This is an optimization exercise on Yosys and OpenROAD, whose aim is small area, a short achievable clock period and few clock cycles per item, not a production implementation.
In this exercise RTL edits were held to simulation tests only and were not proved equivalent to the original.
No activity file was given, so power comes from the tool's default toggle rates.

## wip/xenon
// bcm_encoder
module bcm_encoder (
    input  wire        clk,
    input  wire        rst,
    input  wire        cmd_valid,
    output wire        cmd_ready,
    input  wire [1:0]  cmd_op,
    input  wire [2:0]  cmd_t,
    input  wire [1:0]  cmd_mode,
    input  wire [5:0]  cmd_x,
    input  wire [3:0]  cmd_row,
    input  wire [23:0] cmd_top,
    input  wire [23:0] cmd_bot,
    input  wire [31:0] cmd_val,
    output wire        wr_valid,
    input  wire        wr_ready,
    output wire [12:0] wr_addr,
    output wire [15:0] wr_data,
    output wire        rsp_valid,
    output wire [7:0]  rsp_data
);
For scale: about 800 cells after synthesis, roughly 160 flip-flops.
export LEC_CHECK = 0
export ABC_AREA = 1
export CAP_MARGIN = 20
export CORE_MARGIN = 2
export CORE_UTILIZATION = 40
export SLEW_MARGIN = 20
create_clock -name core_clock -period 18.0 [get_ports {clk}]
standard.sh (not shown) runs the stock make flow with config.mk's settings and CLKGATE_MAP_FILE= SYNTH_SCRIPT=/design/flow/synth_recipe.tcl, a recipe that flattens the netlist after the stock synthesis.
==> flow/flow/run.sh <==
#!/bin/bash
# ORFS layout through the standard.sh, with these changes to how it is made:
#  - synthesis: the standard script, but ABC maps the logic with an area
#    script (strash; dch -f; amap) and Yosys does not extract half/full adders.
#    Registers are mapped before ABC runs, so they are the standard ones;
#  - port buffers are sky130_fd_sc_hd__buf_1 instead of the default delay buffer;
#  - CTS inserts no dummy loads;
#  - timing repair aims for a setup slack margin of 13 ns (the SDC is unchanged).
# Each step's full output goes to a log file in this folder.
set -euo pipefail
W=$PWD
rm -rf "$W/scripts_area"
cp -r "$FLOW_HOME/scripts" "$W/scripts_area"
printf 'strash\ndch -f\namap\ntopo\n' > "$W/scripts_area/abc_area.script"
export BUFFER_PORTS_ARGS="-buffer_cell sky130_fd_sc_hd__buf_1"
export CTS_ARGS="-sink_clustering_enable -repair_clock_nets -dont_use_dummy_load -buf_list sky130_fd_sc_hd__clkbuf_8 -sink_clustering_size 30 -sink_clustering_max_diameter 80"
export SETUP_SLACK_MARGIN=13
bash standard.sh SCRIPTS_DIR="$W/scripts_area" ADDER_MAP_FILE= synth > flow_synth.log 2>&1
bash standard.sh > flow_layout.log 2>&1
Testbench counts of wip/xenon, summed over its fixed seeds: cycles 131,208, items 16,384.
[inputs] wip/indigo vs wip/xenon
==> flow/flow/run.sh <==
#!/bin/bash
# Standard ORFS layout (the standard.sh), with two changes to how it is made:
#  - port buffers are sky130_fd_sc_hd__buf_1 instead of the default delay buffer;
#  - CTS inserts no dummy loads.
# The full output of the layout goes to flow_standard.log in this folder.
set -euo pipefail
export BUFFER_PORTS_ARGS="-buffer_cell sky130_fd_sc_hd__buf_1"
export CTS_ARGS="-sink_clustering_enable -repair_clock_nets -dont_use_dummy_load"
bash standard.sh > flow_standard.log 2>&1
wip/indigo was carried through to the last stage, and its layout satisfied the timing, design-rule and antenna checks.
Met2 wire length (wip/indigo vs. wip/xenon) increases by a little under 10%
Summary of wip/indigo over wip/xenon: global-route wire length before repair increased by about 7% relative to the old numbers, first-iteration DRC count now sits lower, routed via count has increased, area growth from synthesis to layout went down by 5.5 points.
For wip/indigo, the highest routed metal layer was met5, unlike wip/xenon, where it was met4.
wip/indigo ends up with higher static power due to leakage than wip/xenon does.
[compare] base=wip/xenon new=wip/indigo: global-route met3 utilization -1.2 points; half-perimeter wire length after placement +about 15%.
Inputs modified between wip/indigo and wip/pepper:
==> flow/flow/run.sh <==
#!/bin/bash
# ORFS layout through the standard.sh, with these changes to how it is made:
#  - synthesis: the standard script, but ABC maps the logic with an area
#    script (strash; dch -f; amap) and Yosys does not extract half/full adders.
#    Registers are mapped before ABC runs, so they are the standard ones;
#  - port buffers are sky130_fd_sc_hd__buf_1 instead of the default delay buffer;
#  - CTS inserts no dummy loads;
#  - timing repair aims for a setup slack margin of 13 ns (the SDC is unchanged).
# Each step's full output goes to a log file in this folder.
set -euo pipefail
W=$PWD
rm -rf "$W/scripts_area"
cp -r "$FLOW_HOME/scripts" "$W/scripts_area"
printf 'strash\ndch -f\namap\ntopo\n' > "$W/scripts_area/abc_area.script"
export BUFFER_PORTS_ARGS="-buffer_cell sky130_fd_sc_hd__buf_1"
export CTS_ARGS="-sink_clustering_enable -repair_clock_nets -dont_use_dummy_load"
export SETUP_SLACK_MARGIN=13
bash standard.sh SCRIPTS_DIR="$W/scripts_area" ADDER_MAP_FILE= synth > flow_synth.log 2>&1
bash standard.sh > flow_layout.log 2>&1
==> run notes <==
Final critical path time including I/O delays and setup (higher): wip/indigo
Taking wip/indigo as the reference, in wip/pepper total wire length after detailed routing moved down; proportion of power drawn by the clock network moved up; setup slack after layout moved up.

## static timing again, ports no longer ideal
No port has a modelled driver above. Below, the same layouts with a new extraction and two added sets of constraints. Step 1 sets driving cells, clkbuf_16 on the clock port and buf_2 on the other inputs (assumed; they add their load-dependent delay and slew). Step 2 moves the port delays by t, midway between the first and last clock arrival at a register: inputs arrive t later, outputs are due t later. That takes back most of the time a late clock gives input paths. Slacks: no drivers / after step 1 / after step 2; pairs: no drivers / after step 1.
run | t, ns | setup WS [ns] | clock arrival spread, ns | slew at the worst register clock pin (ns)
wip/xenon | 0.477 | 13.045 / 13.061 / 12.585 | 0.033 / 0.033 | 0.09 / 0.09
wip/indigo | 0.454 | 12.886 / 12.897 / 12.443 | 0.022 / 0.022 | 0.07 / 0.07
wip/pepper | 0.458 | 13.060 / 13.086 / 12.628 | 0.025 / 0.024 | 0.07 / 0.07
After both steps every run listed still meets setup and hold. For wip/xenon, which loses most, drivers alone change the setup slack by +0.016 ns; drivers and shift together by -0.460 ns.
